This design comes from an exercise in tuning for small area, a short achievable clock period and few clock cycles per item on the open sky130 flow, not from production work. The RTL was checked by simulation tests, not by an equivalence proof against the original design. Power and IR drop assume default switching activity.

==> flow/design.v <==
module vs23_quantizer (
    input  wire        clk,
    input  wire        rst,
    input  wire        in_valid,
    output wire        in_ready,
    input  wire [23:0] in_rgb,
    output wire        out_valid,
    input  wire        out_ready,
    output wire [7:0]  out_code,
    output wire        out_hit
);
    reg [23:0] q;
    reg        v1;
    reg        rdy;
    reg [8:0]  e0, e1, e2;
    reg        f0, f1, f2;
    wire acc = in_valid & rdy;
    wire pop = f0 & out_ready;
    wire [7:0] r = q[23:16];
    wire [7:0] g = q[15:8];
    wire [7:0] b = q[7:0];
    wire [16:0] ysum  = 17'd76 * r + 17'd150 * g + 17'd29 * b + 17'd128;
    wire [3:0]  luma4 = ysum[15:12];
    reg [3:0] sector;
    always @(*) begin
        if      (r >= b && b > g) sector = 4'd1;
        else if (r >= g && g > b) sector = 4'd2;
        else if (b >= r && r > g) sector = 4'd3;
        else if (b >= g && g > r) sector = 4'd4;
        else if (g >= r && r > b) sector = 4'd5;
        else if (g >= b && b > r) sector = 4'd6;
        else if (r > g)           sector = 4'd7;
        else if (g > r)           sector = 4'd8;
        else if (b > r)           sector = 4'd9;
        else                      sector = 4'd0;
    end
    wire [7:0] fb = {sector, luma4};
    wire [255:0] m;
    assign m[0] = (q == 24'h000000);
    assign m[1] = (q == 24'h00a035);
    assign m[2] = (q == 24'h01e912);
    assign m[3] = (q == 24'h01fb39);
    assign m[4] = (q == 24'h07175e);
    assign m[5] = (q == 24'h071ae6);
    assign m[6] = (q == 24'h08a0af);
    assign m[7] = (q == 24'h0c565b);
    assign m[8] = (q == 24'h0dc84c);
    assign m[9] = (q == 24'h0e07d4);
    assign m[10] = (q == 24'h111111);
    assign m[11] = (q == 24'h117e16);
    assign m[12] = (q == 24'h117f16);
    assign m[13] = (q == 24'h117f26);
    assign m[14] = (q == 24'h117f66);
    assign m[15] = (q == 24'h117f6b);
    assign m[16] = (q == 24'h118033);
    assign m[17] = (q == 24'h118038);
    assign m[18] = (q == 24'h11803d);
    assign m[19] = (q == 24'h12046b);
    assign m[20] = (q == 24'h120533);
    assign m[21] = (q == 24'h120573);
    assign m[22] = (q == 24'h12069f);
    assign m[23] = (q == 24'h1206af);
    assign m[24] = (q == 24'h1207af);
    assign m[25] = (q == 24'h1207ef);
    assign m[26] = (q == 24'h1207f2);
    assign m[27] = (q == 24'h1268b5);
    assign m[28] = (q == 24'h159ded);
    assign m[29] = (q == 24'h1606da);
    assign m[30] = (q == 24'h16f768);
    assign m[31] = (q == 24'h1aa61c);
    assign m[32] = (q == 24'h1bf2a3);
    assign m[33] = (q == 24'h1bf2a8);
    assign m[34] = (q == 24'h1bf3a8);
    assign m[35] = (q == 24'h1bf3ab);
    assign m[36] = (q == 24'h1bf4d7);
    assign m[37] = (q == 24'h1bf517);
    assign m[38] = (q == 24'h1bf527);
    assign m[39] = (q == 24'h1bf567);
    assign m[40] = (q == 24'h222222);
    assign m[41] = (q == 24'h275740);
    assign m[42] = (q == 24'h27ff87);
    assign m[43] = (q == 24'h27ff8a);
    assign m[44] = (q == 24'h27ff8c);
    assign m[45] = (q == 24'h27ff8f);
    assign m[46] = (q == 24'h280057);
    assign m[47] = (q == 24'h280058);
    assign m[48] = (q == 24'h280068);
    assign m[49] = (q == 24'h280078);
    assign m[50] = (q == 24'h293bfe);
    assign m[51] = (q == 24'h293bff);
    assign m[52] = (q == 24'h293d00);
    assign m[53] = (q == 24'h293e2c);
    assign m[54] = (q == 24'h293ef4);
    assign m[55] = (q == 24'h293ef7);
    assign m[56] = (q == 24'h293ff8);
    assign m[57] = (q == 24'h293ffb);
    assign m[58] = (q == 24'h2abbd1);
    assign m[59] = (q == 24'h30302e);
    assign m[60] = (q == 24'h333333);
    assign m[61] = (q == 24'h36366d);
    assign m[62] = (q == 24'h36366f);
    assign m[63] = (q == 24'h363670);
    assign m[64] = (q == 24'h363675);
    assign m[65] = (q == 24'h363775);
    assign m[66] = (q == 24'h36377a);
    assign m[67] = (q == 24'h36387b);
    assign m[68] = (q == 24'h363943);
    assign m[69] = (q == 24'h3699db);
    assign m[70] = (q == 24'h3bd9af);
    assign m[71] = (q == 24'h3ca558);
    assign m[72] = (q == 24'h3ca658);
    assign m[73] = (q == 24'h3ca698);
    assign m[74] = (q == 24'h3ca6a8);
    assign m[75] = (q == 24'h3ca6e8);
    assign m[76] = (q == 24'h3ca7b0);
    assign m[77] = (q == 24'h3ca7b2);
    assign m[78] = (q == 24'h3ca8b3);
    assign m[79] = (q == 24'h3e0a1e);
    assign m[80] = (q == 24'h3e0aac);
    assign m[81] = (q == 24'h3e3089);
    assign m[82] = (q == 24'h414445);
    assign m[83] = (q == 24'h414571);
    assign m[84] = (q == 24'h414581);
    assign m[85] = (q == 24'h414582);
    assign m[86] = (q == 24'h414584);
    assign m[87] = (q == 24'h414684);
    assign m[88] = (q == 24'h414689);
    assign m[89] = (q == 24'h414789);
    assign m[90] = (q == 24'h42e18a);
    assign m[91] = (q == 24'h42e28b);
    assign m[92] = (q == 24'h42e38c);
    assign m[93] = (q == 24'h42e391);
    assign m[94] = (q == 24'h42e4bd);
    assign m[95] = (q == 24'h42e4be);
    assign m[96] = (q == 24'h42e4bf);
    assign m[97] = (q == 24'h42e4c0);
    assign m[98] = (q == 24'h444444);
    assign m[99] = (q == 24'h44a909);
    assign m[100] = (q == 24'h459e6d);
    assign m[101] = (q == 24'h463bfa);
    assign m[102] = (q == 24'h46897b);
    assign m[103] = (q == 24'h469114);
    assign m[104] = (q == 24'h47df64);
    assign m[105] = (q == 24'h48b8cf);
    assign m[106] = (q == 24'h4df173);
    assign m[107] = (q == 24'h52db0d);
    assign m[108] = (q == 24'h52dbd5);
    assign m[109] = (q == 24'h52dcd5);
    assign m[110] = (q == 24'h52dd9d);
    assign m[111] = (q == 24'h52dec9);
    assign m[112] = (q == 24'h52df09);
    assign m[113] = (q == 24'h52df0a);
    assign m[114] = (q == 24'h52df1a);
    assign m[115] = (q == 24'h53cba1);
    assign m[116] = (q == 24'h555555);
    assign m[117] = (q == 24'h59145b);
    assign m[118] = (q == 24'h5a96d4);
    assign m[119] = (q == 24'h5aefee);
    assign m[120] = (q == 24'h627438);
    assign m[121] = (q == 24'h627539);
    assign m[122] = (q == 24'h62763a);
    assign m[123] = (q == 24'h62773b);
    assign m[124] = (q == 24'h627740);
    assign m[125] = (q == 24'h627780);
    assign m[126] = (q == 24'h627783);
    assign m[127] = (q == 24'h627884);
    assign m[128] = (q == 24'h666666);
    assign m[129] = (q == 24'h6a24cf);
    assign m[130] = (q == 24'h6a9d8c);
    assign m[131] = (q == 24'h6cf0c1);
    assign m[132] = (q == 24'h6ff2b4);
    assign m[133] = (q == 24'h75a135);
    assign m[134] = (q == 24'h777777);
    assign m[135] = (q == 24'h78583f);
    assign m[136] = (q == 24'h7a8e58);
    assign m[137] = (q == 24'h7f071f);
    assign m[138] = (q == 24'h7f44d4);
    assign m[139] = (q == 24'h804070);
    assign m[140] = (q == 24'h847fe8);
    assign m[141] = (q == 24'h86f8ad);
    assign m[142] = (q == 24'h86f8ed);
    assign m[143] = (q == 24'h86f8f0);
    assign m[144] = (q == 24'h86f930);
    assign m[145] = (q == 24'h86f970);
    assign m[146] = (q == 24'h86f975);
    assign m[147] = (q == 24'h86f97a);
    assign m[148] = (q == 24'h86fa7b);
    assign m[149] = (q == 24'h8771f1);
    assign m[150] = (q == 24'h888888);
    assign m[151] = (q == 24'h8d712a);
    assign m[152] = (q == 24'h8eda7c);
    assign m[153] = (q == 24'h8f866d);
    assign m[154] = (q == 24'h93532d);
    assign m[155] = (q == 24'h98cfa6);
    assign m[156] = (q == 24'h999999);
    assign m[157] = (q == 24'h9d0880);
    assign m[158] = (q == 24'h9df333);
    assign m[159] = (q == 24'h9df45f);
    assign m[160] = (q == 24'h9df58b);
    assign m[161] = (q == 24'h9df68b);
    assign m[162] = (q == 24'h9df78b);
    assign m[163] = (q == 24'h9df853);
    assign m[164] = (q == 24'h9df863);
    assign m[165] = (q == 24'h9df864);
    assign m[166] = (q == 24'h9fbdae);
    assign m[167] = (q == 24'ha0668f);
    assign m[168] = (q == 24'ha18a68);
    assign m[169] = (q == 24'ha18b68);
    assign m[170] = (q == 24'ha18c68);
    assign m[171] = (q == 24'ha18c6b);
    assign m[172] = (q == 24'ha18c6e);
    assign m[173] = (q == 24'ha18d6e);
    assign m[174] = (q == 24'ha18d71);
    assign m[175] = (q == 24'ha18e72);
    assign m[176] = (q == 24'ha1cdf5);
    assign m[177] = (q == 24'ha1f4be);
    assign m[178] = (q == 24'ha728f4);
    assign m[179] = (q == 24'ha728f6);
    assign m[180] = (q == 24'ha728f8);
    assign m[181] = (q == 24'ha728f9);
    assign m[182] = (q == 24'ha728fa);
    assign m[183] = (q == 24'ha729fb);
    assign m[184] = (q == 24'ha72ac3);
    assign m[185] = (q == 24'ha72bc4);
    assign m[186] = (q == 24'ha83b42);
    assign m[187] = (q == 24'ha96146);
    assign m[188] = (q == 24'haa64a5);
    assign m[189] = (q == 24'haaaaaa);
    assign m[190] = (q == 24'haac4df);
    assign m[191] = (q == 24'hab76e6);
    assign m[192] = (q == 24'had8a29);
    assign m[193] = (q == 24'hae6d5f);
    assign m[194] = (q == 24'hb23824);
    assign m[195] = (q == 24'hb26953);
    assign m[196] = (q == 24'hb29ee2);
    assign m[197] = (q == 24'hb72603);
    assign m[198] = (q == 24'hb9bdb7);
    assign m[199] = (q == 24'hbbbbbb);
    assign m[200] = (q == 24'hbc014a);
    assign m[201] = (q == 24'hbc151d);
    assign m[202] = (q == 24'hbd8a1f);
    assign m[203] = (q == 24'hc11596);
    assign m[204] = (q == 24'hc1ec85);
    assign m[205] = (q == 24'hc42b66);
    assign m[206] = (q == 24'hc42c66);
    assign m[207] = (q == 24'hc42ca6);
    assign m[208] = (q == 24'hc42cb6);
    assign m[209] = (q == 24'hc42cb8);
    assign m[210] = (q == 24'hc42cb9);
    assign m[211] = (q == 24'hc42de5);
    assign m[212] = (q == 24'hc42de8);
    assign m[213] = (q == 24'hc5bf56);
    assign m[214] = (q == 24'hc64e59);
    assign m[215] = (q == 24'hca1c2b);
    assign m[216] = (q == 24'hca9c43);
    assign m[217] = (q == 24'hcb5607);
    assign m[218] = (q == 24'hcbc30a);
    assign m[219] = (q == 24'hcccccc);
    assign m[220] = (q == 24'hcefa52);
    assign m[221] = (q == 24'hcf551e);
    assign m[222] = (q == 24'hd0d9be);
    assign m[223] = (q == 24'hd0d9bf);
    assign m[224] = (q == 24'hd0da87);
    assign m[225] = (q == 24'hd0db4f);
    assign m[226] = (q == 24'hd0dc4f);
    assign m[227] = (q == 24'hd0dc5f);
    assign m[228] = (q == 24'hd0dc62);
    assign m[229] = (q == 24'hd0dd63);
    assign m[230] = (q == 24'hd4c536);
    assign m[231] = (q == 24'hd88c4c);
    assign m[232] = (q == 24'hdd1708);
    assign m[233] = (q == 24'hdddddd);
    assign m[234] = (q == 24'he15fc8);
    assign m[235] = (q == 24'he31ee8);
    assign m[236] = (q == 24'he45ff4);
    assign m[237] = (q == 24'he4e1e3);
    assign m[238] = (q == 24'he50961);
    assign m[239] = (q == 24'he5f679);
    assign m[240] = (q == 24'he99d70);
    assign m[241] = (q == 24'he99e38);
    assign m[242] = (q == 24'he99e3a);
    assign m[243] = (q == 24'he99e3f);
    assign m[244] = (q == 24'he99e40);
    assign m[245] = (q == 24'he99e42);
    assign m[246] = (q == 24'he99e47);
    assign m[247] = (q == 24'he99e4a);
    assign m[248] = (q == 24'heada14);
    assign m[249] = (q == 24'heeeeee);
    assign m[250] = (q == 24'hef09b5);
    assign m[251] = (q == 24'hf547f1);
    assign m[252] = (q == 24'hfa3c3e);
    assign m[253] = (q == 24'hfeaab4);
    assign m[254] = (q == 24'hff4e76);
    assign m[255] = (q == 24'hffffff);
    wire hit = |m;
    wire pc0 = |(m & 256'hb4a31369173f52dc8d140ade108917e63d1c12eb1f6a55077885fcb5304ab754);
    wire pc1 = |(m & 256'hffab55fe44a0f0b8631a2e324a9bb363660861025f8d5cf6dd14fbbe91bcf1de);
    wire pc2 = |(m & 256'h9b2346f98d9b3475d0184e62ad0c1c6d96f031d4a10cd43969ce82059acb817c);
    wire pc3 = |(m & 256'hafe702976aed478179c8dadefafb742ef8e41b49abb16c26a39f78c80a6d6836);
    wire pc4 = |(m & 256'h742641d9e7670f42838698f5808f3934a14c26c35581e099eaac7637909d7af2);
    wire pc5 = |(m & 256'h7d4fdd73f5be047b855cfbb06c28ff8c020326c1ad59b11501aa3e81ffbac094);
    wire pc6 = |(m & 256'h25e4e18e7431017100c94333e825712a54cd22909f0ed98e0bcfd0487255ba0a);
    wire pc7 = |(m & 256'h2cef4de047c3c3754ebd06fd0f941bb2092a61e2eedd05ebee2bd2aa313c72ae);
    wire [7:0] pcode = {pc7, pc6, pc5, pc4, pc3, pc2, pc1, pc0};
    wire [8:0] res = hit ? {1'b1, pcode} : {1'b0, fb};
    wire [1:0] cnt  = {1'b0, f0} + {1'b0, f1} + {1'b0, f2};
    wire [1:0] ncnt = cnt - {1'b0, pop} + {1'b0, v1};
    always @(posedge clk) begin
        q  <= in_rgb;
        e0 <= (!f0 || (pop && !f1)) ? res : (pop ? e1 : e0);
        e1 <= pop ? (f2 ? e2 : res) : (f1 ? e1 : res);
        e2 <= (pop || !f2) ? res : e2;
        if (rst) begin
            v1  <= 1'b0;
            rdy <= 1'b1;
            f0  <= 1'b0;
            f1  <= 1'b0;
            f2  <= 1'b0;
        end else begin
            v1  <= acc;
            rdy <= ({1'b0, ncnt} + {2'b0, acc}) < 3'd3;
            f0  <= ncnt >= 2'd1;
            f1  <= ncnt >= 2'd2;
            f2  <= ncnt == 2'd3;
        end
    end
    assign in_ready  = rdy;
    assign out_valid = f0;
    assign out_code  = e0[7:0];
    assign out_hit   = e0[8];
endmodule
==> flow/run.sh <==
#!/bin/bash
# synth_recipe.tcl (not shown) runs the flow's synth.tcl, then flattens the netlist and writes it again
# the make line also repeats each setting of config.mk as NAME=value (left out here)
make -C /OpenROAD-flow-scripts/flow DESIGN_CONFIG=/design/flow/config.mk WORK_HOME=/design/flow/orfs CLKGATE_MAP_FILE= SYNTH_SCRIPT=/design/flow/synth_recipe.tcl finish
==> flow/config.mk <==
export PLATFORM = sky130hd
export DESIGN_NAME = vs23_quantizer
export DESIGN_NICKNAME = vs23_quantizer
export VERILOG_FILES = /design/flow/design.v
export SDC_FILE = /design/flow/constraint.sdc
export NUM_CORES = 4
export LEC_CHECK = 0
export CAP_MARGIN = 20
export CORE_MARGIN = 2
export CORE_UTILIZATION = 40
export SLEW_MARGIN = 20
export SYNTH_MEMORY_MAX_BITS = 16384
==> flow/constraint.sdc <==
create_clock -name core_clock -period 10.0 [get_ports {clk}]
set_input_delay 2.0000 -clock core_clock [delete_from_list [all_inputs] [get_ports {clk}]]
set_output_delay 2.0000 -clock core_clock [all_outputs]
set_load 0.01 [all_outputs]
==> flow_metrics.tcl, run 1 <==
set metrics [dict create \
    outcome "stopped before the end" \
    lastStage "global routing" \
    firstError "[ERROR GRT-0116] Global routing finished with congestion. Check the congestion regions in the DRC Viewer." \
    clock_tree.root_cell "clkbuf_16" \
    grt_start_max_net_pins 38 \
    dpl.hpwl_um 75600 \
    synthCells 1810 \
    ys_types 86 \
    syn-num-nets 2022 \
    ys_ff_latch 56 \
    track_usage_pct 72.5 \
    pin_count 39 \
    place_ws_ps 3340 \
    start_util_pct 40.4 \
    synth_edf_count 27 \
    cts_setup_buffers 0 \
    synthesis.area_um2 13100 \
    post_cts_resized 0 \
    synth.avg_cell_area_um2 7.25 \
    gp_congestion 1.49 \
    async_flop_share_pct 0 \
    synth_top_area_share_pct 13.6 \
    yosysSeqAreaShare_pct 10.6 \
    synth.area.top_cells "ha_1, fa_1, nand4_1" \
    io_buffers 38 \
    grt-ovfl-total 100 \
    synth_top_area_cell "ha_1" \
    die-height_um 185 \
    cts_htree_levels 2 \
    ys_warn_count 1 \
    dp_cells 2228 \
    cts_buffer_depth 2 \
    grt_pass1_vias 20027 \
    grt_first_pass_wirelength_um 171000 \
    synthFlopType "dfxtp_1" \
    hold_buffers 0 \
    clock_sinks 56 \
    dieWidth_um 185 \
    row_count 66 \
    placed_cell_area_um2 14000 \
    cts_buffers 5 \
]
-- how the worst max path moves through the flow --
stage	startpoint	to	cells past startpoint
after global placement	q[20]	e0[3]	24
after CTS	q[20]	e0[3]	24
after floorplan	q[11]	e1[3]	24
after detailed placement	q[20]	e0[3]	24
-- metal layers --
layer | GRT usage (%) | overflow
met5 | 46.8 | 0
met4 | 65.8 | 44
met3 | 62.3 | 3
met2 | 84.6 | 49
met1 | 73.8 | 4
-- cell usage after synthesis, types with 17 or more instances --
| cell type | number |
|---|---|
| nand2_1 | 163 |
| a21oi_1 | 43 |
| and2_1 | 38 |
| nor2_1 | 154 |
| edfxtp_1 | 27 |
| buf_2 | 17 |
| ha_1 | 143 |
| clkbuf_1 | 80 |
| nand3_1 | 94 |
| nand4_1 | 131 |
| or4_1 | 40 |
| o22ai_1 | 19 |
| nor3_1 | 125 |
| nor4_1 | 117 |
| o21ai_0 | 35 |
| and4_1 | 17 |
| a31oi_1 | 20 |
| dfxtp_1 | 29 |
| fa_1 | 41 |
| xnor2_1 | 18 |
| inv_1 | 102 |
-- power groups by stage --
stage | Sequential (mW) | Combinational, mW | Clock, mW
4_1_cts | 0.388 | 1.45 | 0.194
3_3_place_gp | 0.390 | 1.37 | 0
3_5_place_dp | 0.392 | 1.45 | 0
2_1_floorplan | 0.386 | 1.02 | 0
-- per-stage QoR --
stage	hold slack, ps	util (%)
detailed placement	541	43.3
global placement	527	43.3
floorplan	525	-
CTS	560	43.7
-- kinds of logic after synthesis --
logic type      share of synthesized area, %
fa+ha+maj                               19.9
buf+inv                                 7.68
compound gates                          13.4
mux                                     1.98
xor+xnor                                1.67
simple gates                            44.8
flops                                   10.6
Testbench counts, summed over its fixed seeds: cycles 4,816, items 4,800.
==> run 2, diff against run 1 <==
--- a/flow/design.v
+++ b/flow/design.v
@@ -1,25 +1,19 @@
 module vs23_quantizer (
     input  wire        clk,
-    input  wire        rst,
+    input  wire        rst,         
     input  wire        in_valid,
     output wire        in_ready,
-    input  wire [23:0] in_rgb,
+    input  wire [23:0] in_rgb,      
     output wire        out_valid,
     input  wire        out_ready,
     output wire [7:0]  out_code,
-    output wire        out_hit
+    output wire        out_hit      
 );
     reg [23:0] q;
-    reg        v1;
-    reg        rdy;
-    reg [8:0]  e0, e1, e2;
-    reg        f0, f1, f2;
-    wire acc = in_valid & rdy;
-    wire pop = f0 & out_ready;
+    reg        v1, v2, rdy;
+    wire       acc = in_valid & rdy;
     wire [7:0] r = q[23:16];
     wire [7:0] g = q[15:8];
     wire [7:0] b = q[7:0];
-    wire [16:0] ysum  = 17'd76 * r + 17'd150 * g + 17'd29 * b + 17'd128;
-    wire [3:0]  luma4 = ysum[15:12];
     reg [3:0] sector;
     always @(*) begin
@@ -35,5 +29,278 @@
         else                      sector = 4'd0;
     end
-    wire [7:0] fb = {sector, luma4};
+    wire ly1;
+    wire ly2;
+    assign ly1 = r[0] ^ r[3];
+    assign ly2 = r[0] & r[3];
+    wire ly3;
+    wire ly4;
+    assign ly3 = r[1] ^ r[4] ^ r[5];
+    assign ly4 = (r[1] & r[4]) | (r[1] & r[5]) | (r[4] & r[5]);
+    wire ly5;
+    wire ly6;
+    assign ly5 = g[0] ^ g[3] ^ g[5];
+    assign ly6 = (g[0] & g[3]) | (g[0] & g[5]) | (g[3] & g[5]);
+    wire ly7;
+    wire ly8;
+    assign ly7 = r[2] ^ r[5] ^ r[6];
+    assign ly8 = (r[2] & r[5]) | (r[2] & r[6]) | (r[5] & r[6]);
+    wire ly9;
+    wire ly10;
+    assign ly9 = g[1] ^ g[4];
+    assign ly10 = g[1] & g[4];
+    wire ly11;
+    wire ly12;
+    assign ly11 = r[3] ^ r[6] ^ r[7];
+    assign ly12 = (r[3] & r[6]) | (r[3] & r[7]) | (r[6] & r[7]);
+    wire ly13;
+    wire ly14;
+    assign ly13 = r[0] ^ r[1];
+    assign ly14 = r[0] & r[1];
+    wire ly15;
+    wire ly16;
+    assign ly15 = r[1] ^ r[2] ^ g[0];
+    assign ly16 = (r[1] & r[2]) | (r[1] & g[0]) | (r[2] & g[0]);
+    wire ly17;
+    wire ly18;
+    assign ly17 = g[2] ^ g[3] ^ b[0];
+    assign ly18 = (g[2] & g[3]) | (g[2] & b[0]) | (g[3] & b[0]);
+    wire ly19;
+    wire ly20;
+    assign ly19 = r[2] ^ r[3] ^ g[1];
+    assign ly20 = (r[2] & r[3]) | (r[2] & g[1]) | (r[3] & g[1]);
+    wire ly21;
+    wire ly22;
+    assign ly21 = g[3] ^ g[4] ^ b[1];
+    assign ly22 = (g[3] & g[4]) | (g[3] & b[1]) | (g[4] & b[1]);
+    wire ly23;
+    wire ly24;
+    assign ly23 = b[2] ^ b[3];
+    assign ly24 = b[2] & b[3];
+    wire ly25;
+    wire ly26;
+    assign ly25 = r[4] ^ g[2] ^ g[4];
+    assign ly26 = (r[4] & g[2]) | (r[4] & g[4]) | (g[2] & g[4]);
+    wire ly27;
+    wire ly28;
+    assign ly27 = g[5] ^ b[2] ^ b[3];
+    assign ly28 = (g[5] & b[2]) | (g[5] & b[3]) | (b[2] & b[3]);
+    wire ly29;
+    wire ly30;
+    assign ly29 = b[4] ^ b[6] ^ ly1;
+    assign ly30 = (b[4] & b[6]) | (b[4] & ly1) | (b[6] & ly1);
+    wire ly31;
+    wire ly32;
+    assign ly31 = g[6] ^ b[3] ^ b[4];
+    assign ly32 = (g[6] & b[3]) | (g[6] & b[4]) | (b[3] & b[4]);
+    wire ly33;
+    wire ly34;
+    assign ly33 = ~(b[5] ^ b[7]);
+    assign ly34 = b[5] | b[7];
+    wire ly35;
+    wire ly36;
+    assign ly35 = ly3 ^ ly5 ^ ly2;
+    assign ly36 = (ly3 & ly5) | (ly3 & ly2) | (ly5 & ly2);
+    wire ly37;
+    wire ly38;
+    assign ly37 = g[6] ^ g[7] ^ b[4];
+    assign ly38 = (g[6] & g[7]) | (g[6] & b[4]) | (g[7] & b[4]);
+    wire ly39;
+    wire ly40;
+    assign ly39 = b[5] ^ b[6] ^ ly7;
+    assign ly40 = (b[5] & b[6]) | (b[5] & ly7) | (b[6] & ly7);
+    wire ly41;
+    wire ly42;
+    assign ly41 = ly9 ^ ly4 ^ ly6;
+    assign ly42 = (ly9 & ly4) | (ly9 & ly6) | (ly4 & ly6);
+    wire ly43;
+    wire ly44;
+    assign ly43 = g[2] ^ g[5] ^ g[7];
+    assign ly44 = (g[2] & g[5]) | (g[2] & g[7]) | (g[5] & g[7]);
+    wire ly45;
+    wire ly46;
+    assign ly45 = b[5] ^ b[6] ^ b[7];
+    assign ly46 = (b[5] & b[6]) | (b[5] & b[7]) | (b[6] & b[7]);
+    wire ly47;
+    wire ly48;
+    assign ly47 = ly11 ^ ly8 ^ ly10;
+    assign ly48 = (ly11 & ly8) | (ly11 & ly10) | (ly8 & ly10);
+    wire ly49;
+    wire ly50;
+    assign ly49 = r[4] ^ r[7] ^ g[3];
+    assign ly50 = (r[4] & r[7]) | (r[4] & g[3]) | (r[7] & g[3]);
+    wire ly51;
+    wire ly52;
+    assign ly51 = g[6] ^ b[6] ^ b[7];
+    assign ly52 = (g[6] & b[6]) | (g[6] & b[7]) | (b[6] & b[7]);
+    wire ly53;
+    wire ly54;
+    assign ly53 = r[0] ^ g[0];
+    assign ly54 = r[0] & g[0];
+    wire ly55;
+    wire ly56;
+    assign ly55 = g[1] ^ g[2] ^ b[0];
+    assign ly56 = (g[1] & g[2]) | (g[1] & b[0]) | (g[2] & b[0]);
+    wire ly57;
+    wire ly58;
+    assign ly57 = b[1] ^ b[3];
+    assign ly58 = b[1] & b[3];
+    wire ly59;
+    wire ly60;
+    assign ly59 = b[1] ^ b[2] ^ b[4];
+    assign ly60 = (b[1] & b[2]) | (b[1] & b[4]) | (b[2] & b[4]);
+    wire ly61;
+    wire ly62;
+    assign ly61 = ly15 ^ ly17 ^ ly14;
+    assign ly62 = (ly15 & ly17) | (ly15 & ly14) | (ly17 & ly14);
+    wire ly63;
+    wire ly64;
+    assign ly63 = b[5] ^ ly19 ^ ly21;
+    assign ly64 = (b[5] & ly19) | (b[5] & ly21) | (ly19 & ly21);
+    wire ly65;
+    wire ly66;
+    assign ly65 = ly23 ^ ly16 ^ ly18;
+    assign ly66 = (ly23 & ly16) | (ly23 & ly18) | (ly16 & ly18);
+    wire ly67;
+    wire ly68;
+    assign ly67 = ly25 ^ ly27 ^ ly29;
+    assign ly68 = (ly25 & ly27) | (ly25 & ly29) | (ly27 & ly29);
+    wire ly69;
+    wire ly70;
+    assign ly69 = ly20 ^ ly22 ^ ly24;
+    assign ly70 = (ly20 & ly22) | (ly20 & ly24) | (ly22 & ly24);
+    wire ly71;
+    wire ly72;
+    assign ly71 = ly31 ^ ly33 ^ ly35;
+    assign ly72 = (ly31 & ly33) | (ly31 & ly35) | (ly33 & ly35);
+    wire ly73;
+    wire ly74;
+    assign ly73 = ly26 ^ ly28 ^ ly30;
+    assign ly74 = (ly26 & ly28) | (ly26 & ly30) | (ly28 & ly30);
+    wire ly75;
+    wire ly76;
+    assign ly75 = ly37 ^ ly39 ^ ly41;
+    assign ly76 = (ly37 & ly39) | (ly37 & ly41) | (ly39 & ly41);
+    wire ly77;
+    wire ly78;
+    assign ly77 = ly32 ^ ly34 ^ ly36;
+    assign ly78 = (ly32 & ly34) | (ly32 & ly36) | (ly34 & ly36);
+    wire ly79;
+    wire ly80;
+    assign ly79 = ly43 ^ ly45 ^ ly47;
+    assign ly80 = (ly43 & ly45) | (ly43 & ly47) | (ly45 & ly47);
+    wire ly81;
+    wire ly82;
+    assign ly81 = ly38 ^ ly40 ^ ly42;
+    assign ly82 = (ly38 & ly40) | (ly38 & ly42) | (ly40 & ly42);
+    wire ly83;
+    wire ly84;
+    assign ly83 = ly12 ^ ly49 ^ ly51;
+    assign ly84 = (ly12 & ly49) | (ly12 & ly51) | (ly49 & ly51);
+    wire ly85;
+    wire ly86;
+    assign ly85 = ly44 ^ ly46 ^ ly48;
+    assign ly86 = (ly44 & ly46) | (ly44 & ly48) | (ly46 & ly48);
+    wire ly87;
+    wire ly88;
+    assign ly87 = r[5] ^ g[4] ^ g[7];
+    assign ly88 = (r[5] & g[4]) | (r[5] & g[7]) | (g[4] & g[7]);
+    wire ly89;
+    wire ly90;
+    assign ly89 = b[7] ^ ly50 ^ ly52;
+    assign ly90 = (b[7] & ly50) | (b[7] & ly52) | (ly50 & ly52);
+    wire ly91;
+    wire ly92;
+    assign ly91 = g[1] ^ b[0];
+    assign ly92 = g[1] & b[0];
+    wire ly93;
+    wire ly94;
+    assign ly93 = ly13 ^ ly55 ^ ly57;
+    assign ly94 = (ly13 & ly55) | (ly13 & ly57) | (ly55 & ly57);
+    wire ly95;
+    wire ly96;
+    assign ly95 = ly59 ^ ly61 ^ ly56;
+    assign ly96 = (ly59 & ly61) | (ly59 & ly56) | (ly61 & ly56);
+    wire ly97;
+    wire ly98;
+    assign ly97 = ly63 ^ ly65 ^ ly60;
+    assign ly98 = (ly63 & ly65) | (ly63 & ly60) | (ly65 & ly60);
+    wire ly99;
+    wire ly100;
+    assign ly99 = ly67 ^ ly69 ^ ly64;
+    assign ly100 = (ly67 & ly69) | (ly67 & ly64) | (ly69 & ly64);
+    wire ly101;
+    wire ly102;
+    assign ly101 = ly71 ^ ly73 ^ ly68;
+    assign ly102 = (ly71 & ly73) | (ly71 & ly68) | (ly73 & ly68);
+    wire ly103;
+    wire ly104;
+    assign ly103 = ly75 ^ ly77 ^ ly72;
+    assign ly104 = (ly75 & ly77) | (ly75 & ly72) | (ly77 & ly72);
+    wire ly105;
+    wire ly106;
+    assign ly105 = ly79 ^ ly81 ^ ly76;
+    assign ly106 = (ly79 & ly81) | (ly79 & ly76) | (ly81 & ly76);
+    wire ly107;
+    wire ly108;
+    assign ly107 = ly83 ^ ly85 ^ ly80;
+    assign ly108 = (ly83 & ly85) | (ly83 & ly80) | (ly85 & ly80);
+    wire ly109;
+    wire ly110;
+    assign ly109 = ly87 ^ ly89 ^ ly84;
+    assign ly110 = (ly87 & ly89) | (ly87 & ly84) | (ly89 & ly84);
+    wire ly111;
+    wire ly112;
+    assign ly111 = r[6] ^ g[5] ^ ly88;
+    assign ly112 = (r[6] & g[5]) | (r[6] & ly88) | (g[5] & ly88);
+    wire ly113;
+    wire ly114;
+    assign ly113 = b[2] ^ ly53;
+    assign ly114 = b[2] & ly53;
+    wire ly115;
+    wire ly116;
+    assign ly115 = ly54 ^ ly93 ^ ly92;
+    assign ly116 = (ly54 & ly93) | (ly54 & ly92) | (ly93 & ly92);
+    wire ly117;
+    wire ly118;
+    assign ly117 = ly58 ^ ly95 ^ ly94;
+    assign ly118 = (ly58 & ly95) | (ly58 & ly94) | (ly95 & ly94);
+    wire ly119;
+    wire ly120;
+    assign ly119 = ly62 ^ ly97 ^ ly96;
+    assign ly120 = (ly62 & ly97) | (ly62 & ly96) | (ly97 & ly96);
+    wire ly121;
+    wire ly122;
+    assign ly121 = ly66 ^ ly99 ^ ly98;
+    assign ly122 = (ly66 & ly99) | (ly66 & ly98) | (ly99 & ly98);
+    wire ly123;
+    wire ly124;
+    assign ly123 = ly70 ^ ly101 ^ ly100;
+    assign ly124 = (ly70 & ly101) | (ly70 & ly100) | (ly101 & ly100);
+    wire ly125;
+    wire ly126;
+    assign ly125 = ly74 ^ ly103 ^ ly102;
+    assign ly126 = (ly74 & ly103) | (ly74 & ly102) | (ly103 & ly102);
+    wire ly127;
+    wire ly128;
+    assign ly127 = ly78 ^ ly105 ^ ly104;
+    assign ly128 = (ly78 & ly105) | (ly78 & ly104) | (ly105 & ly104);
+    wire ly129;
+    wire ly130;
+    assign ly129 = ly82 ^ ly107 ^ ly106;
+    assign ly130 = (ly82 & ly107) | (ly82 & ly106) | (ly107 & ly106);
+    wire ly131;
+    wire ly132;
+    assign ly131 = ly86 ^ ly109 ^ ly108;
+    assign ly132 = (ly86 & ly109) | (ly86 & ly108) | (ly109 & ly108);
+    wire ly133;
+    wire ly134;
+    assign ly133 = ly90 ^ ly111 ^ ly110;
+    assign ly134 = (ly90 & ly111) | (ly90 & ly110) | (ly111 & ly110);
+    wire ly135;
+    wire ly136;
+    assign ly135 = r[7] ^ g[6] ^ ly112;
+    assign ly136 = (r[7] & g[6]) | (r[7] & ly112) | (g[6] & ly112);
+    wire [15:0] lyA = {1'b0, g[7], ly135, ly133, ly131, ly129, ly127, ly125, ly123, ly121, ly119, ly117, ly115, ly91, g[0], b[0]};
+    wire [15:0] lyB = {1'b0, ly136, ly134, ly132, ly130, ly128, ly126, ly124, ly122, ly120, ly118, ly116, ly114, ly113, b[1], 1'b0};
     wire [255:0] m;
     assign m[0] = (q == 24'h000000);
@@ -303,28 +570,46 @@
     wire pc7 = |(m & 256'h2cef4de047c3c3754ebd06fd0f941bb2092a61e2eedd05ebee2bd2aa313c72ae);
     wire [7:0] pcode = {pc7, pc6, pc5, pc4, pc3, pc2, pc1, pc0};
-    wire [8:0] res = hit ? {1'b1, pcode} : {1'b0, fb};
-    wire [1:0] cnt  = {1'b0, f0} + {1'b0, f1} + {1'b0, f2};
-    wire [1:0] ncnt = cnt - {1'b0, pop} + {1'b0, v1};
+    reg        s_hit;
+    reg [7:0]  s_pcode;
+    reg [3:0]  s_sector;
+    reg [15:0] s_lyA, s_lyB;
+    wire [15:0] ysum = s_lyA + s_lyB;
+    wire [8:0]  res  = s_hit ? {1'b1, s_pcode} : {1'b0, s_sector, ysum[15:12]};
+    reg [8:0] e0;
+    reg [8:0] e1;
+    reg [8:0] e2;
+    reg [8:0] e3;
+    reg [3:0] f;    
+    wire pop = f[0] & out_ready;
+    wire push = v2;
+    wire [3:0] f_next = (pop & ~push) ? {1'b0, f[3:1]} :
+                         (push & ~pop) ? {f[2:0], 1'b1} : f;
+    wire [2:0] n_fifo = {2'b0, f_next[0]} + {2'b0, f_next[1]} + {2'b0, f_next[2]} + {2'b0, f_next[3]};
+    wire [2:0] n_all  = n_fifo + {2'b0, v1} + {2'b0, acc};
     always @(posedge clk) begin
-        q  <= in_rgb;
-        e0 <= (!f0 || (pop && !f1)) ? res : (pop ? e1 : e0);
-        e1 <= pop ? (f2 ? e2 : res) : (f1 ? e1 : res);
-        e2 <= (pop || !f2) ? res : e2;
+        q        <= in_rgb;
+        s_hit    <= hit;
+        s_pcode  <= pcode;
+        s_sector <= sector;
+        s_lyA    <= lyA;
+        s_lyB    <= lyB;
+        e0 <= pop ? (f[1] ? e1 : res) : (f[0] ? e0 : res);
+        e1 <= pop ? (f[2] ? e2 : res) : (f[1] ? e1 : res);
+        e2 <= pop ? (f[3] ? e3 : res) : (f[2] ? e2 : res);
+        e3 <= pop ? (1'b0 ? res : res) : (f[3] ? e3 : res);
         if (rst) begin
             v1  <= 1'b0;
+            v2  <= 1'b0;
             rdy <= 1'b1;
-            f0  <= 1'b0;
-            f1  <= 1'b0;
-            f2  <= 1'b0;
+            f   <= 4'd0;
         end else begin
             v1  <= acc;
-            rdy <= ({1'b0, ncnt} + {2'b0, acc}) < 3'd3;
-            f0  <= ncnt >= 2'd1;
-            f1  <= ncnt >= 2'd2;
-            f2  <= ncnt == 2'd3;
+            v2  <= v1;
+            rdy <= n_all < 3'd4;
+            f   <= f_next;
         end
     end
     assign in_ready  = rdy;
-    assign out_valid = f0;
+    assign out_valid = f[0];
     assign out_code  = e0[7:0];
     assign out_hit   = e0[8];
--- a/flow/config.mk
+++ b/flow/config.mk
@@ -6,7 +6,8 @@
 export NUM_CORES = 4
 export LEC_CHECK = 0
+export ABC_CLOCK_PERIOD_IN_PS = 3000
 export CAP_MARGIN = 20
 export CORE_MARGIN = 2
-export CORE_UTILIZATION = 40
+export CORE_UTILIZATION = 30
 export SLEW_MARGIN = 20
 export SYNTH_MEMORY_MAX_BITS = 16384
==> flow_metrics.tcl, run 2 <==
set metrics [dict create \
    wire_per_inst_um 47.0 \
    cp_top_family "simple AND/OR/NAND/NOR gates" \
    core_area_um2 39600 \
    reg_top3 "q: 24 flops, s_lyA: 14 flops, s_lyB: 14 flops" \
    dieWidth_um 204 \
    worst_ep_required_time_ps 10350 \
    antenna_found_initial 18 \
    max-slew-margin-rel_pct 7.94 \
    synth.top_cells.by_count "nor2_1, nand2_1, nand3_1" \
    worst_pin_slew_ps 1360 \
    setup_viol 0 \
    hold_buffers 0 \
    power_density_nw_per_um2 129 \
    clock_sinks 108 \
    start_util_pct 30.4 \
    critPathMaxFanout 9 \
    drcViolationCount 0 \
    hold_viol 0 \
    timing.rr.start "q[11]" \
    top_register "q" \
    outcome "complete, no violations" \
    critPathKind "reg -> reg" \
    ff2ff_setup_slack_ps 5120 \
    ys_types 86 \
    pin_count 39 \
    clkTransAtPathRegs_ps 100 \
    grt-ovfl-total 0 \
    cts_setup_buffers 0 \
    min_period_ps 4880 \
    area_growth_pct 12.2 \
    cap_violations 0 \
    grt_pass1_vias 15144 \
    nFillCells 4295 \
    p_leak_nw 5.38 \
    path_cells "ha_1, nand3b_1, nor4_2, nand2_1, o2111ai_1, nor4_1, nand4b_1, nor4_1, nand4_1" \
    final_common_cell "nor2_1" \
    vdd_ir_drop_max_uv 147 \
    grt_first_pass_wirelength_um 134000 \
    timing.rr.end "s_hit" \
    endpoint_kind "register" \
    ys_warn_count 1 \
    regArea_um2 2250 \
    dr.first_iter.drc_count 2950 \
    gp_congestion 1.22 \
    postRouteWirelength_um 101000 \
    fin_crit_sh_pct 48.8 \
    synth_edf_count 9 \
    critPathBufInv 0 \
    whs_endpoint "e3[3]" \
    max_stage_delay_ps 1200 \
    die-height_um 204 \
    worstPathArrival_ps 5230 \
    row_count 73 \
    ys_ff_latch 108 \
    syn-num-nets 1738 \
    drive_above_1_share_pct 9.46 \
    dpl.hpwl_um 77100 \
    cts_buffers 9 \
    tritoncts "done" \
    min-delay-start "e3[3]" \
    cts_htree_levels 3 \
    synth_top_area_cell "dfxtp_1" \
    path_common_cell "nor4_1" \
    multiInputGateArea_um2 8980 \
    cts_buffer_depth 2 \
    viasPerCell 7.38 \
    synth.avg_cell_area_um2 7.60 \
    slowest_stage "nor4_2" \
    synthFlopType "dfxtp_1" \
    clock_tree.root_cell "clkbuf_16" \
    report.final.slew_viol_count 0 \
    synth.most_common_cell "nor2_1" \
    die_area_um2 41800 \
    min_delay_path_depth 2 \
    track_usage_pct 48.1 \
    io_buffers 38 \
    fin_skew_ps 21.7 \
    grt_start_max_net_pins 37 \
    startpoint_type "register" \
    clock.fmax_ghz 0.205 \
    utilization_pct 34.1 \
    rsz0062_at_grt "no" \
    nNetsFinal 1756 \
    tns_ps 0 \
    drt_pass1_iterations 9 \
    synthesis.area_um2 12000 \
    synth.area.top_cells "dfxtp_1, fa_1, ha_1" \
    yosysSeqAreaShare_pct 18.7 \
    final_antenna_net_count 0 \
    min_path_type "reg -> reg" \
    synth_top_area_share_pct 16.5 \
    final_cell_mix "nor2_1, nand2_1, nand3_1" \
    ff2ff_path_depth 9 \
    post_cts_resized 0 \
    async_flop_share_pct 0 \
    insertion_delay_ps 420 \
    vias 15823 \
    largest_reg_flops 24 \
    synthCells 1584 \
]
-- run 2: changes by cell type after synthesis, moves of 25 or more --
cell and change:
and2_1 -27, dfxtp_1 +70, nor2_1 +35, nand2_1 -25
clkbuf_1 -39, ha_1 -78, nor4_1 -47, nand4_1 -32
nor3_1 -59
-- run 2: layer usage --
metal / global-route usage (%) / routed length (um) / vias up
met5: 0.476 / 46 / -
met4: 38.3 / 10400 / 6
met3: 24.4 / 14900 / 570
met2: 65.5 / 38900 / 1624
met1: 56.2 / 36600 / 7712
li1: - / - / 5911
-- run 2: tightest hold or removal path: stages, from the launching register on --
cell	delay, ps
dfxtp_1	320
inv_1	50
mux2i_1	60
-- run 2: report_power, final --
part | switching [mW] | leakage, nW | total [mW] | internal, mW
clock | 0.228 | 0.152 | 0.410 | 0.182
sequential | 0.0493 | 0.925 | 0.595 | 0.546
combinational | 0.462 | 4.30 | 0.745 | 0.283
total | 0.739 | 5.38 | 1.75 | 1.01
-- run 2: worst max-delay path by stage --
| stage | slack [ps] | cells past startpoint | start | to |
|---|---|---|---|---|
| 2_1_floorplan | 6160 | 9 | out_ready | rdy |
| 3_3_place_gp | 5160 | 9 | out_ready | rdy |
| 4_1_cts | 5500 | 9 | out_ready | rdy |
| 6_report | 5120 | 9 | q[11] | s_hit |
| 3_5_place_dp | 5100 | 9 | out_ready | rdy |
| 5_1_grt | 5310 | 9 | out_ready | rdy |
-- run 2: area by class of cell --
class | instances | area share, %
tap | 525 | 4.86
sequential | 108 | 16.7
clock buffer | 9 | 1.67
timing repair buffer | 104 | 6.46
antenna | 11 | 0.204
inverter | 107 | 2.97
clock inverter | 7 | 0.676
multi-input combinational | 1272 | 66.5
-- run 2: through the flow --
stage	area, um2	hold slack, ps	std cells	setup WS [ps]	power [mW]
6_report	13500	473	2143	5120	1.75
5_1_grt	13500	496	2135	5310	1.83
4_1_cts	13500	471	2130	5500	1.73
3_5_place_dp	13100	458	2114	5100	1.32
3_3_place_gp	13100	438	2113	5160	1.27
2_1_floorplan	12000	427	1584	6160	1.04
-- run 2: logic make-up (layout without fill, tap and decap cells) --
family / after synthesis / in the layout / synth area share, %
AO/OA/AOI/OAI: 215 / 215 / 12.1
XOR/XNOR: 4 / 4 / 0.291
adder cells (fa/ha/maj): 126 / 126 / 16.9
buffers and inverters: 204 / 227 / 7.77
flip-flops: 108 / 108 / 18.7
multiplexers: 17 / 17 / 1.50
other: 0 / 11 / 0
AND/OR/NAND/NOR: 910 / 910 / 42.8
Testbench counts of run 2, summed over its fixed seeds: cycles 4,824, items 4,800.

-- separate check: timing with driven ports --
The results above use ideal ports. As a check the final layout listed here was re-extracted and re-timed, cells and wires unchanged.
Step 1, drivers: a clkbuf_16 drives clk and a buf_2 each remaining input, both assumed.
Step 2 also shifts input and output timing later by t, the mid clock arrival at the registers, as if the neighbouring blocks saw the same clock.
Slacks: no drivers / after step 1 / after step 2; pairs: no drivers / after step 1.
run: run 2
t (ns): 0.461
setup WS [ns]: 5.121 / 5.121 / 5.037
hold slack, ns: 0.473 / 0.473 / 0.473
worst setup path after step 2: input to register
worst data-port slew with drivers (ns): 0.09
After both steps setup and hold are still met in run 2. The setup slack of run 2 moves by 0.000 ns with the drivers and by -0.084 ns with both steps.
